Context: an optimization exercise on an open-source flow, tuned for small area. The choices shown serve that exercise and are no tape-out recipe. The RTL was checked by simulation tests, not by an equivalence proof against the original design. No activity file was given, so power comes from the tool's default toggle rates.

== run B ==
==> flow/design.v <==
module gbr_engine (
    input  wire        clk,
    input  wire        rst,
    input  wire        start,
    input  wire [23:0] resume_lin,
    input  wire [8:0]  resume_bank,
    output wire        busy,
    output wire        done,
    output wire [2:0]  err_code,
    output wire [1:0]  err_ctx,
    output wire [2:0]  variant,
    output wire        out_valid,
    output reg  [7:0]  out_data,
    output wire [8:0]  out_bank,
    output wire [15:0] addr,
    output wire        rd_n,
    output wire        wr_n,
    output wire        cs_n,
    output wire        rst_n,
    output wire        xfer_req,
    output wire [23:0] xfer_tx,
    input  wire        xfer_ack,
    input  wire        xfer_fail,
    input  wire [7:0]  xfer_rdata
);
    localparam [2:0] P_IDLE = 3'd0, P_INIT = 3'd1, P_H0 = 3'd2, P_H1 = 3'd3,
                     P_CHK  = 3'd4, P_RD   = 3'd5, P_BS1 = 3'd6, P_BS2 = 3'd7;
    reg  [2:0]  ph;
    reg         dn;          
    reg         fail;        
    reg         dir;         
    reg  [4:0]  c;           
    reg  [23:0] lin;
    reg         cy;          
    reg  [8:0]  bank;
    reg  [2:0]  vr;          
    reg  [3:0]  zr;          
    wire [1:0] st   = c[4:3];
    wire       t7   = &c[2:0];
    wire       s0   = (st == 2'd0);
    wire       s2   = (st == 2'd2);
    wire       s3   = (st == 2'd3);
    wire       last = s3 & t7;
    wire isinit = (ph == P_INIT);
    wire iswr   = ph[2] & ph[1];
    wire isbus  = ph[1] | (ph[2] & ph[0]);
    wire v_rom  = (vr == 3'd1);
    wire v_mbc1 = (vr == 3'd2);
    wire v_mbc2 = (vr == 3'd3);
    wire v_mbc5 = (vr == 3'd5);
    wire req_dir  = (isbus | isinit) & s0 & t7 & (dir == iswr);
    wire req_gpio = isbus & s2 & t7;
    wire req_ioc  = isinit & last & ~fail;
    assign xfer_req = req_dir | req_gpio | req_ioc;
    wire hold = xfer_req & ~xfer_ack;
    wire ackf = xfer_ack & xfer_fail;
    assign rd_n  = ~(isbus & ~iswr & (st == 2'd1 | s2));
    assign cs_n  = ~(isbus & (s2 | (s3 & ~t7)));
    assign wr_n  = ~(iswr & s3 & (c[2:0] == 3'd1) & ~fail);
    assign rst_n = 1'b1;
    assign busy = (ph != P_IDLE) & ~dn;
    assign done = dn;
    wire zbad    = zr[3] & (zr[2] | zr[1] | zr[0]);
    wire hdr_err = zbad | (vr == 3'd0);
    assign err_code = fail ? 3'd1 : hdr_err ? (zbad ? 3'd4 : 3'd3) : 3'd0;
    assign err_ctx  = fail ? {ph[2], ph[2] ? (ph[0] & ~ph[1]) : ph[1]}
                           : {1'b0, hdr_err};
    assign variant  = (ph[2] & ~zbad) ? vr : 3'd0;
    assign out_valid = (ph == P_RD) & last & ~fail;
    assign out_bank  = bank;
    wire       hi = |lin[23:14];
    wire [15:0] waddr = (ph[0] == 1'b0) ? (v_mbc2 ? 16'h2100 : 16'h2000)
                                        : (v_mbc1 ? 16'h4000 : 16'h3000);
    wire [15:0] haddr = (ph[1] & ph[0]) ? 16'h0148 : 16'h0147;
    assign addr = iswr ? waddr : (ph[2] ? {1'b0, hi, lin[13:0]} : haddr);
    wire [7:0] wv1 = v_mbc1 ? {3'b000, bank[4:0]} :
                     v_mbc2 ? {4'b0000, bank[3:0]} : bank[7:0];
    wire [7:0] wv2 = v_mbc1 ? {6'b000000, bank[6:5]} : {7'b0000000, bank[8]};
    wire [7:0] wv  = ph[0] ? wv2 : wv1;
    wire [7:0] tx_lo = s3 ? 8'h20 :
                       s0 ? (iswr ? 8'h00 : 8'hFF) :
                            (iswr ? wv : 8'h00);
    assign xfer_tx = {7'b0100000, s2 & ~iswr,
                      4'b0000, s2, s3, 1'b0, st[1],
                      tx_lo};
    wire [3:0] zeff = v_rom ? 4'd0 : zr;
    reg        in_range;
    integer    k;
    always @(*) begin
        in_range = ~lin[23];
        for (k = 0; k < 8; k = k + 1)
            if (k >= zeff) in_range = in_range & ~lin[15 + k];
    end
    wire trigger = ~v_rom & hi & (lin[13:0] == 14'd0);
    reg [8:0] nb;
    always @(*) begin
        nb[7:0] = bank[7:0] + 8'd1;
        if (v_mbc1 && nb[4:0] == 5'd0 && !nb[7] && (nb[6] | nb[5]))
            nb[0] = 1'b1;
        nb[8] = bank[8] ^ (v_mbc5 & (&bank[7:0]));
    end
    wire [3:0] zin = (|out_data[7:4]) ? 4'hF : out_data[3:0];
    reg  [2:0] vdec;
    always @(*) begin
        case (out_data)
            8'h00:                                    vdec = 3'd1;
            8'h01, 8'h02, 8'h03:                      vdec = 3'd2;
            8'h05, 8'h06:                             vdec = 3'd3;
            8'h0F, 8'h10, 8'h11, 8'h12, 8'h13:        vdec = 3'd4;
            8'h19, 8'h1A, 8'h1B, 8'h1C, 8'h1D, 8'h1E: vdec = 3'd5;
            default:                                  vdec = 3'd0;
        endcase
    end
    wire rot = (ph == P_CHK) & (st == 2'd0);
    wire chk = (ph == P_CHK) & (st == 2'd1);
    wire endc = last & ~hold;
    always @(posedge clk) begin
        if (!hold)
            c <= (c + 5'd1) | {5{ackf & ~s2}};
        if (xfer_ack) begin
            if (xfer_fail) fail <= 1'b1;
            if (s0) dir <= ~iswr;
            if (s2) out_data <= xfer_rdata;
            if (s0 & isinit & ~xfer_fail) ph <= P_H0;
        end
        if (rot)
            lin <= {lin[2:0] + {2'b00, cy}, lin[23:3]};
        cy <= rot ? (cy & (&lin[2:0])) : (ph == P_RD);
        if (chk) begin
            c[3] <= 1'b0;
            if (hdr_err | ~in_range)
                dn <= 1'b1;
            else if (trigger) begin
                bank <= nb;
                ph   <= P_BS1;
            end else
                ph <= P_RD;
        end
        if (endc && ph != P_IDLE) begin
            if (fail)
                dn <= 1'b1;
            else case (ph)
                P_H0: begin
                    vr <= vdec;
                    ph <= P_H1;
                end
                P_H1: begin
                    zr   <= zin;
                    lin  <= resume_lin;
                    bank <= v_mbc5 ? resume_bank :
                            v_rom  ? 9'd0 : {1'b0, resume_bank[7:0]};
                    ph   <= P_CHK;
                end
                P_RD: ph <= P_CHK;
                P_BS1: ph <= (v_mbc1 | v_mbc5) ? P_BS2 : P_RD;
                P_BS2: ph <= P_RD;
                default: ;
            endcase
        end
        if (dn) begin
            dn <= 1'b0;
            ph <= P_IDLE;
        end
        if ((ph == P_IDLE || dn) && start) begin
            ph   <= P_INIT;
            fail <= 1'b0;
            dir  <= 1'b0;
            c    <= 5'h1F;
        end
        if (rst) begin
            ph <= P_IDLE;
            dn <= 1'b0;
        end
    end
endmodule
Settings: LEC_CHECK=0, CAP_MARGIN=20, CORE_MARGIN=2, CORE_UTILIZATION=70, PLACE_DENSITY=0.8, SLEW_MARGIN=20; clock period 10.0 ns.
standard.sh (not shown) runs the stock make flow with config.mk's settings and CLKGATE_MAP_FILE= SYNTH_SCRIPT=/design/flow/synth_recipe.tcl, a recipe that flattens the netlist after the stock synthesis.
==> flow/flow/run.sh <==
#!/bin/bash
# Standard ORFS layout (the standard.sh, standard synthesis), with the
# port buffers that global placement inserts made of the smallest buffer cell.
set -euo pipefail
export BUFFER_PORTS_ARGS="-buffer_cell sky130_fd_sc_hd__buf_1"
bash standard.sh > standard_flow.log 2>&1
> inputs changed (run B -> run Y)
==> flow/flow/run.sh <==
#!/bin/bash
# Standard ORFS layout (the standard.sh, standard synthesis) with:
# - port buffers of the smallest buffer cell (every port still gets one),
# - one tie cell per constant level instead of one per port,
# - a clock tree of clkbuf_4 cells without dummy balancing loads.
set -euo pipefail
export BUFFER_PORTS_ARGS="-buffer_cell sky130_fd_sc_hd__buf_1"
export SKIP_REPAIR_TIE_FANOUT=1
export CTS_ARGS="-sink_clustering_enable -repair_clock_nets -dont_use_dummy_load -buf_list sky130_fd_sc_hd__clkbuf_4 -root_buf sky130_fd_sc_hd__clkbuf_4 -sink_clustering_size 20 -sink_clustering_max_diameter 100"
bash standard.sh > standard_flow.log 2>&1
==> run summary <==
Re count of flip-flops with a built-in enable after synthesis: no difference whatsoever between run Y and run B.
In terms of required time of the critical path, run Y and run B differ only marginally.
Run Y vs run B: internal power contribution down by more than 10%
Diff run B -> run Y | detailed-route vias per instance | increase of 0.069
Per the comparison of run Y with run B, worst setup slack moved down; hold slack moved down; buffer share of cell area moved up.

-- what the ideal ports hide --
In the flow no input, the clock included, has a driving cell. The finished layouts below were timed again as built, in two steps.
Step 1: set_driving_cell puts a clkbuf_16 on clk and a buf_2 on each other input, an assumption about the parent block.
Step 2, shift: input delay + t, output delay - t, t = (earliest + latest rising clock arrival at the registers) / 2. This alone moves slack from input paths to output paths.
Slacks: ideal ports / drivers / drivers and shift; pairs: ideal ports / drivers.
| run | t (ns) | setup WS [ns] | worst setup path after step 2 | worst slew at a driven data input, ns |
|---|---|---|---|---|
| run B | 0.378 | 5.560 / 5.531 / 5.909 | register to output | 0.04 |
| run Y | 0.429 | 5.496 / 5.470 / 5.900 | register to output | 0.04 |
After both steps every run listed still meets setup and hold.
